Background: an optimization exercise with open tools, aiming at small area, a short achievable clock period and few clock cycles. Do not read the settings as production practice.
Only the layout flow was run in this run; the RTL was not checked for function there.
Power figures rest on the tool's default switching activity, not on a simulated workload.

==> flow/design.v <==
module cc_framer (
    input  wire        clk,
    input  wire        rst,
    input  wire        cmd_valid,
    output wire        cmd_ready,
    input  wire [1:0]  cmd_op,       
    input  wire [15:0] cmd_arg,      
    input  wire [31:0] cmd_time,     
    input  wire        in_valid,
    output reg         in_ready,
    input  wire [7:0]  in_data,
    output reg         out_valid,
    input  wire        out_ready,
    output wire [7:0]  out_data,
    output wire        out_last,
    output reg         resp_valid,
    input  wire        resp_ready,
    output reg         resp_err,
    output reg         resp_desync,
    output reg  [15:0] resp_nout,
    output reg  [31:0] resp_desync_count
);
    localparam OP_FEED  = 2'd0;
    localparam OP_DISC  = 2'd1;
    localparam OP_SETMD = 2'd2;
    localparam N  = 260;           
    localparam M  = 13;            
    localparam K  = N / M;         
    localparam PB = 4;             
    localparam JB = 5;             
    localparam D  = 4;             
    localparam DB = 2;             
    localparam F  = 4;             
    reg  [8*N-1:0] ring;
    reg  [PB-1:0]  wp;             
    reg  [JB-1:0]  wj;             
    reg  [PB-1:0]  hp;             
    reg  [JB-1:0]  hj;             
    reg  [8:0]     cnt;            
    reg  [8:0]     fpos;           
    reg  [7:0]     flen;           
    reg            gar;            
    wire           wr;             
    wire           rd;             
    wire           empty = (cnt == 9'd0);
    wire           w_tap = (wp == {PB{1'b0}});
    wire           h_tap = (hp == {PB{1'b0}});
    reg  [7:0]     rbyte;          
    genvar gj;
    generate
        for (gj = 0; gj < K; gj = gj + 1) begin : g_tap
            wire wsel;
            if (gj == 0) begin : g_w0
                assign wsel = wr && (empty || wj == gj);
            end else begin : g_wj
                assign wsel = wr && !empty && wj == gj;
            end
            always @(posedge clk) begin
                ring[8*(gj*M)+7 -: 8] <= wsel ? in_data
                                         : ring[8*((gj*M+N-1)%N)+7 -: 8];
            end
            if (M > 1) begin : g_seg
                always @(posedge clk) begin
                    ring[8*(gj*M+M)-1 : 8*(gj*M+1)] <= ring[8*(gj*M+M-1)-1 : 8*(gj*M)];
                end
            end
        end
    endgenerate
    integer ij;
    always @(*) begin
        rbyte = 8'd0;
        for (ij = 0; ij < K; ij = ij + 1)
            if (hj == ij)
                rbyte = ring[8*((ij*M+N-1)%N) +: 8];
    end
    reg  [F-1:0] ov;               
    reg  [8:0]   oe [0:F-1];       
    assign out_data  = oe[0][7:0];
    assign out_last  = oe[0][8];
    wire         pop = out_valid && out_ready;
    wire [F-1:0] ov_s = pop ? {1'b0, ov[F-1:1]} : ov;
    wire [F-1:0] ins;
    reg  [8:0] rpos;
    reg  [7:0] rlen;
    wire   r_ok   = (gar ? !empty : (cnt != fpos)) && h_tap;
    assign rd     = r_ok && (!ov[F-1] || pop);
    wire   r_last = (rpos == {1'b0, rlen} + 9'd4);
    reg        c_v;
    reg  [1:0] c_op;
    reg [15:0] c_arg;
    reg        c_to;               
    reg [15:0] maxdelay;
    reg        lock;
    reg [31:0] last_time;
    reg        last_valid;
    reg [15:0] rem;                
    reg        cur_des;            
    reg  [6:0] fw;                 
    reg  [6:0] fr;                 
    reg [15:0] ncnt;               
    reg  [8:0]    q [0:D-1];
    reg  [DB-1:0] q_wp, q_rp;
    reg  [DB:0]   q_n;
    wire          q_nf = (q_n != D);
    assign cmd_ready = !c_v;
    wire        acc     = cmd_valid && !c_v;
    wire [31:0] gap     = cmd_time - last_time;
    wire        a_to    = (maxdelay != 16'd0) && last_valid && (gap > {16'd0, maxdelay});
    wire        c_feed  = (c_op == OP_FEED);
    wire        c_feedw = c_feed && (c_arg != 16'd0);
    wire        c_disc  = (c_op == OP_DISC) || (c_feed && c_to);
    assign wr = in_valid && in_ready;
    wire        w_comp  = (fpos == {1'b0, flen} + 9'd4);
    wire        w_c     = wr && w_comp;
    wire        fin     = wr && (rem == 16'd1);
    wire        st_idle = (rem == 16'd0) && c_v && (q_nf || c_feedw) &&
                          (!c_disc || cnt == fpos);
    wire        start   = st_idle || (fin && c_v && c_feedw && !c_disc);
    wire        st_feed = start && c_feed;
    wire        disc    = st_idle && c_disc;
    wire        push_st = st_idle && !c_feedw;
    wire        push    = fin || push_st;
    wire        st_err  = (c_op == OP_SETMD) && lock;
    wire        st_des  = c_feed && c_to && (fpos != 9'd0);
    wire [8:0]  q_in    = fin ? {fw + {6'd0, w_c}, cur_des, 1'b0}
                              : {fw, st_des, st_err};
    wire [8:0]  q_hd    = q[q_rp];
    wire        f_pop   = pop && oe[0][8];
    wire [6:0]  fr_nx   = fr + {6'd0, f_pop};
    wire [15:0] ncnt_nx = ncnt + {15'd0, f_pop};
    wire        rfree   = !resp_valid || resp_ready;
    wire        rel     = (q_n != 0) && (fr_nx == q_hd[8:2]) && rfree;
    wire [16:0] g_have  = {1'b0, rem} + {8'd0, fpos};
    wire        g_now   = (fpos[8:1] != 8'd0) && (g_have >= {9'd0, flen} + 17'd5);
    wire        wr1     = wr && !rd;
    wire        rd1     = rd && !wr;
    wire        empty_n = disc || (wr1 ? 1'b0 : rd1 ? (cnt == 9'd1) : empty);
    wire        nfull_n = wr1 ? (cnt != N - 1) : rd1 ? 1'b1 : (cnt != N);
    wire        wtap_n  = wr || (wp == M - 1);
    wire        remz_n  = st_feed ? (c_arg == 16'd0) : wr ? (rem == 16'd1) : (rem == 16'd0);
    wire        rem1_n  = st_feed ? (c_arg == 16'd1) : wr ? (rem == 16'd2) : (rem == 16'd1);
    wire [DB:0] q_n_n   = q_n + {{DB{1'b0}}, push} - {{DB{1'b0}}, rel};
    wire        ir_n    = !remz_n && (!rem1_n || q_n_n != D) &&
                          (empty_n || (wtap_n && nfull_n));
    always @(posedge clk) begin
        if (rst) begin
            c_v        <= 1'b0;
            maxdelay   <= 16'd50;
            lock       <= 1'b0;
            last_time  <= 32'd0;
            last_valid <= 1'b0;
            rem        <= 16'd0;
            cur_des    <= 1'b0;
            fpos       <= 9'd0;
            flen       <= 8'd0;
            gar        <= 1'b0;
            fw         <= 7'd0;
            fr         <= 7'd0;
            ncnt       <= 16'd0;
            rpos       <= 9'd0;
            rlen       <= 8'd0;
            wp         <= {PB{1'b0}};
            wj         <= {JB{1'b0}};
            hp         <= {PB{1'b0}};
            hj         <= {JB{1'b0}};
            cnt        <= 9'd0;
            in_ready   <= 1'b0;
            out_valid  <= 1'b0;
            q_wp       <= {DB{1'b0}};
            q_rp       <= {DB{1'b0}};
            q_n        <= {(DB+1){1'b0}};
            resp_valid <= 1'b0;
            resp_err   <= 1'b0;
            resp_desync <= 1'b0;
            resp_nout  <= 16'd0;
            resp_desync_count <= 32'd0;
        end else begin
            if (acc) begin
                c_v    <= 1'b1;
                c_op   <= cmd_op;
                c_arg  <= cmd_arg;
                c_to   <= a_to;
                if (cmd_op == OP_FEED && maxdelay != 16'd0) begin
                    last_time  <= cmd_time;
                    last_valid <= 1'b1;
                end
            end else if (start) begin
                c_v    <= 1'b0;
            end
            if (wr) begin
                rem <= rem - 16'd1;
                if (w_comp) begin
                    fpos <= 9'd0;
                    fw   <= fw + 7'd1;
                end else begin
                    fpos <= fpos + 9'd1;
                end
                if (fpos == 9'd1)
                    flen <= in_data;
            end
            if (start) begin
                case (c_op)
                OP_FEED: begin
                    lock    <= 1'b1;
                    rem     <= c_arg;
                    cur_des <= st_des;
                end
                OP_SETMD: begin
                    if (!lock)
                        maxdelay <= c_arg;
                end
                default: ;
                endcase
            end
            if (disc)
                fpos <= 9'd0;
            gar <= g_now && !w_c && !disc;
            if (wr && empty) begin
                wp <= {PB{1'b0}};
                wj <= {JB{1'b0}};
            end else if (!wr) begin
                if (wp == M - 1) begin
                    wp <= {PB{1'b0}};
                    wj <= (wj == K - 1) ? {JB{1'b0}} : wj + 1'b1;
                end else begin
                    wp <= wp + 1'b1;
                end
            end
            if (wr && empty) begin
                hp <= 1;
                hj <= {JB{1'b0}};
            end else if (!rd) begin
                if (hp == M - 1) begin
                    hp <= {PB{1'b0}};
                    hj <= (hj == K - 1) ? {JB{1'b0}} : hj + 1'b1;
                end else begin
                    hp <= hp + 1'b1;
                end
            end
            if (disc)
                cnt <= 9'd0;
            else
                cnt <= cnt + {8'd0, wr} - {8'd0, rd};
            in_ready <= ir_n;
            if (rd) begin
                if (rpos == 9'd1)
                    rlen <= rbyte;
                rpos <= r_last ? 9'd0 : rpos + 9'd1;
            end
            fr <= fr_nx;
            out_valid <= (ov_s[0] || ins[0]) && !(rel || !rfree);
            if (push)
                q_wp <= q_wp + 1'b1;
            if (rel) begin
                q_rp <= q_rp + 1'b1;
                resp_valid  <= 1'b1;
                resp_err    <= q_hd[0];
                resp_desync <= q_hd[1];
                resp_nout   <= ncnt_nx;
                resp_desync_count <= resp_desync_count + {31'd0, q_hd[1]};
                ncnt        <= 16'd0;
            end else begin
                if (resp_ready)
                    resp_valid <= 1'b0;
                ncnt <= ncnt_nx;
            end
            q_n <= q_n_n;
        end
    end
    always @(posedge clk) begin
        if (push)
            q[q_wp] <= q_in;
    end
    genvar gi;
    generate
        for (gi = 0; gi < F; gi = gi + 1) begin : g_oq
            assign ins[gi] = rd && !ov_s[gi] && (gi == 0 || ov_s[(gi+F-1)%F]);
            always @(posedge clk) begin
                if (ins[gi])
                    oe[gi] <= {r_last, rbyte};
                else if (pop && gi < F - 1)
                    oe[gi] <= oe[(gi+1)%F];
                if (rst)
                    ov[gi] <= 1'b0;
                else
                    ov[gi] <= ov_s[gi] || ins[gi];
            end
        end
    endgenerate
endmodule
==> flow/run.sh <==
#!/bin/bash
# synth_recipe.tcl (not shown) runs the flow's synth.tcl, then flattens the netlist and writes it again
# the make line also repeats each setting of config.mk as NAME=value (left out here)
make -C /OpenROAD-flow-scripts/flow DESIGN_CONFIG=/design/flow/config.mk WORK_HOME=/design/flow/orfs CLKGATE_MAP_FILE= SYNTH_SCRIPT=/design/flow/synth_recipe.tcl finish
==> flow/config.mk <==
export PLATFORM = sky130hd
export DESIGN_NAME = cc_framer
export DESIGN_NICKNAME = cc_framer
export VERILOG_FILES = /design/flow/design.v
export SDC_FILE = /design/flow/constraint.sdc
export NUM_CORES = 4
export LEC_CHECK = 0
export CAP_MARGIN = 20
export CORE_MARGIN = 2
export CORE_UTILIZATION = 40
export PLACE_DENSITY = 0.6
export SLEW_MARGIN = 20
==> flow/constraint.sdc <==
create_clock -name core_clock -period 8.0 [get_ports {clk}]
set_input_delay 1.6000 -clock core_clock [delete_from_list [all_inputs] [get_ports {clk}]]
set_output_delay 1.6000 -clock core_clock [all_outputs]
set_load 0.01 [all_outputs]
==> flow_summary.toml <==
[detailed_routing]
avgRoutedWirePerCell_um = 15.9
routed-via-count = 30000
drt_iter0_markers = 1453
drc = 0
count_of_antenna_violating_nets_left_after_detailed_routing = 0
wirelength_um = 108000
post_drt_via_cell_ratio = 4.41
drt_first_pass_iters = 5

[global_route]
total_grt_usage = 0.138
grt_start_max_net_pins = 84
grt_first_pass_wirelength_um = 170000
grt.overflow.total = 0
antenna_violations_before_repair = 4
grt_pass1_vias = 30000

[final_layout]
number_of_filler_instances_in_the_final_layout = 13500
nets = 4771
post_route_cells_drive_above_1_share = 0.127
syn_to_final_growth_pct = 17.6
layout.cells.most_common = "sky130_fd_sc_hd__dfxtp_1"
most-common-layout-cells = "sky130_fd_sc_hd__dfxtp_1 (2306), sky130_fd_sc_hd__nor2_1 (282), sky130_fd_sc_hd__clkbuf_16 (216)"

[worst_setup_path]
cp_data_arrival_time_ps = 6470
start_kind = "input port"
worst_path_dominant_cell_family = "simple AND/OR/NAND/NOR gates"
crit_type = "input port to flip-flop"
cp_num_buf_inv = 3
cp_max_fo = 5
worst_path_most_repeated_cell = "sky130_fd_sc_hd__ha_1"
cpPeakStageDelay_ps = 520
critPathSlowestCell = "sky130_fd_sc_hd__clkdlybuf4s50_1"
worstSetupEndpointType = "flip-flop"
timing.critical_path.cells = "clkdlybuf4s50_1 > and3_1 > ha_1 > ha_1 > nand3_1 > nor2_1 > xor3_1 > a2111oi_2 > and2_1 > ha_1 > inv_1 > ha_1 > inv_1 > fa_1 > xor2_1 > xnor2_1 > nor3b_1 > nand3_1 > a31oi_1 > a21oi_1 > and3_1"
worstSetupPathDepth = 21
cp.required_ps = 8710
reg2reg_depth = 13

[synthesis]
mappedNetlistNets = 4516
synth_top_area_cell = "sky130_fd_sc_hd__dfxtp_1"
synth_ff_type = "sky130_fd_sc_hd__dfxtp_1"
syn_area_sq_um = 62100
share_of_the_synthesized_area_in_the_top_cell_type = 0.743
syn_area_per_cell_sq_um = 14.4
synth.yosys.seq_area_share = 0.787
cells_after_synthesis = 4328
synth-async-reset-ratio = 0
synth.distinct_cells = 90
synth-seq-cells = 2397
number_of_enable_type_register_cells_in_the_synthesized_netlist = 91
yosys_warnings = 2
top_cells_by_area_synth = "sky130_fd_sc_hd__dfxtp_1 (74%), sky130_fd_sc_hd__edfxtp_1 (4.4%), sky130_fd_sc_hd__mux2_2 (3.3%), sky130_fd_sc_hd__ha_1 (2.4%), sky130_fd_sc_hd__nor2_1 (1.7%)"

[power_and_ir_drop]
power.density_cell_area_nw_per_um2 = 331
leakage_power_uw = 0.0293
total_power_uw = 24200
vdd.ir_drop.worst_mv = 0.184

[floorplanning]
io_pins = 127
floorplan.initialDensity = 0.403
core_area_sq_um = 154000
row_count = 144
die_y_um = 398
floorplan.die_area_sq_um = 158000
die_x_um = 398

[sta]
finalWorstPathRequiredPeriod_ps = 5760
finalClockSkew_ps = 33.3
finalHoldViolCount = 0
worst_slew_margin_rel = 0.278
rsz_0062_raised_after_global_routing = "no"
layout_setup_ws_ps = 2240
timing_worst_slew_pin_value_ps = 1080
timing.final.max_slew_violations = 0
setup_viol = 0
fmaxAchievable_mhz = 174
timing.setup.tns_ps = 0
post-route-period-util = 0.720

[min_path]
min_delay_path_depth = 0
hold_path_class = "flip-flop to flip-flop"

[clock_tree]
clock_latency_on_the_worst_skew_pair_ps = 830
clock-root-buffer = "sky130_fd_sc_hd__clkbuf_16"
cts.path.max_buffers = 3
cts.sink_count = 2397
numCtsBuffers = 211
hold_buffers = 0
cts.reportedPaths.clkPinSlew_ps = 60
cts_post_setup_buffers_inserted = 0
cts.repair.resized = 0
cts_tree = "done"
cts-htree-levels = 4

[job]
cap_viol_max_count = 0

[placement]
count_of_buffers_from_port_buffering = 126
dp_hpwl_um = 69500
pre_cts_ws_ps = 1370
gp_congestion = 0.792

[outcome]
outcome = "timing/DRC/antenna clean"
per-layer routing:
metal  routed length, um  global-route usage  up-vias
li1                    -                   -    15000
met1               52700               0.186    14400
met2               49200               0.221      479
met3                4240              0.0297      183
met4                2220              0.0443        2
met5                  13                   0        -
cell families (layout without fill, tap and decap cells):
| logic type | count (synthesis) | after routing | share of synthesized area |
|---|---|---|---|
| flops | 2397 | 2397 | 0.787 |
| simple gates | 776 | 776 | 0.0596 |
| compound gates | 348 | 348 | 0.0372 |
| mux | 281 | 281 | 0.0512 |
| buf+inv | 230 | 662 | 0.0144 |
| xor+xnor | 172 | 172 | 0.0250 |
| fa+ha+maj | 124 | 124 | 0.0255 |
| other cells | 0 | 1 | 0 |
where the power goes:
part | internal [uW] | total, uW | switching [uW]
Combinational | 601 | 1360 | 763
Sequential | 12300 | 12500 | 150
Clock | 6030 | 10300 | 4310
through the flow:
step | area (sq um) | cells | hold slack (ps) | util
after floorplan | 62100 | 4328 | 310 | -
after global placement | 65700 | 6413 | 309 | 0.426
after detailed placement | 65700 | 6413 | 312 | 0.426
after CTS | 73000 | 6803 | 303 | 0.473
after global routing | 73000 | 6804 | 302 | 0.474
final | 73000 | 6805 | 302 | 0.474
path summary, 6_finish.rpt:
kind / from / to / slack, ps
max: out_ready / in_ready / 2240
min reg2reg: ring[260] / ring[268] / 300
min: ring[260] / ring[268] / 300
max reg2reg: hj[0] / oe[0][6] / 2910
worst reg2reg max path, cell delays in order (launching register included):
cell and delay (ps):
sky130_fd_sc_hd__dfxtp_1 430, sky130_fd_sc_hd__inv_1 90, sky130_fd_sc_hd__ha_1 200, sky130_fd_sc_hd__buf_4 200
sky130_fd_sc_hd__nor2b_2 190, sky130_fd_sc_hd__buf_4 200, sky130_fd_sc_hd__a22oi_1 180, sky130_fd_sc_hd__o21ai_0 150
sky130_fd_sc_hd__mux4_2 540, sky130_fd_sc_hd__a221oi_1 470, sky130_fd_sc_hd__o21ai_0 330, sky130_fd_sc_hd__a311oi_1 850
sky130_fd_sc_hd__o21ai_0 550, sky130_fd_sc_hd__mux2_2 440
Yosys cell counts (6+ instances only):
| cell | n |
|---|---|
| sky130_fd_sc_hd__nor2b_1 | 38 |
| sky130_fd_sc_hd__ha_1 | 120 |
| sky130_fd_sc_hd__a22oi_1 | 7 |
| sky130_fd_sc_hd__mux2i_1 | 88 |
| sky130_fd_sc_hd__inv_1 | 114 |
| sky130_fd_sc_hd__or3_1 | 13 |
| sky130_fd_sc_hd__dfxtp_1 | 2306 |
| sky130_fd_sc_hd__nand2b_1 | 17 |
| sky130_fd_sc_hd__o211ai_1 | 6 |
| sky130_fd_sc_hd__o22ai_1 | 9 |
| sky130_fd_sc_hd__mux2_2 | 182 |
| sky130_fd_sc_hd__or2_2 | 6 |
| sky130_fd_sc_hd__o21ai_0 | 72 |
| sky130_fd_sc_hd__nand3_1 | 68 |
| sky130_fd_sc_hd__a21o_1 | 20 |
| sky130_fd_sc_hd__buf_1 | 9 |
| sky130_fd_sc_hd__nor3b_1 | 7 |
| sky130_fd_sc_hd__nor3_1 | 45 |
| sky130_fd_sc_hd__xnor2_1 | 85 |
| sky130_fd_sc_hd__and3_1 | 32 |
| sky130_fd_sc_hd__mux4_2 | 11 |
| sky130_fd_sc_hd__xor2_1 | 84 |
| sky130_fd_sc_hd__a211oi_1 | 20 |
| sky130_fd_sc_hd__and2_1 | 17 |
| sky130_fd_sc_hd__a31oi_1 | 18 |
| sky130_fd_sc_hd__edfxtp_1 | 91 |
| sky130_fd_sc_hd__nor4_1 | 19 |
| sky130_fd_sc_hd__nor2_1 | 283 |
| sky130_fd_sc_hd__a21oi_1 | 99 |
| sky130_fd_sc_hd__nand2_1 | 167 |
| sky130_fd_sc_hd__clkbuf_1 | 97 |
| sky130_fd_sc_hd__nand4_1 | 32 |
| sky130_fd_sc_hd__a221oi_1 | 15 |
sequential cells by signal (all words and copies together) (netlist names), 3 cells and up, named ones only:
signal and count:
q 36, fw 7, wj 5, oe 36
fpos 9, resp_nout 16, wp 4, ncnt 16
maxdelay 16, fr 7, resp_desync_count 32, cnt 9
ring 2080, c_arg 16, hj 5, q_n 3
last_time 32, ov 4, hp 4, rpos 9
flen 8, rem 16, rlen 8
final cells by class:
type	count	area (sq um)	share of cell area
clock inverter	82	1090	0.0150
sequential	2397	48900	0.669
clock buffer	308	6230	0.0853
inverter	115	432	0.00591
multi-input combinational	1701	12400	0.169
tap	2044	2560	0.0350
antenna	1	2.50	0.0000343
timing repair buffer	157	1460	0.0200

[re-timing with driven ports]
The flow's constraints put no driver on any port. The routed layout listed below was extracted and timed again, unchanged, in two steps. Step 1 sets driving cells, clkbuf_16 on the clock port and buf_2 on the other inputs (assumed; they add their load-dependent delay and slew). Step 2, shift: input delay + t, output delay - t, t = (earliest + latest rising clock arrival at the registers) / 2. This alone moves slack from input paths to output paths. Three values: ideal, step 1, step 2; two values: the first two.
t, ns: 0.887
setup WS [ns]: 2.238 / 2.263 / 1.376
worst setup path at the end: input to register
cell pins on the clock port's net: 1
After both steps this run still meets setup and hold. The setup slack of this run moves by +0.025 ns with the drivers and by -0.862 ns with both steps.
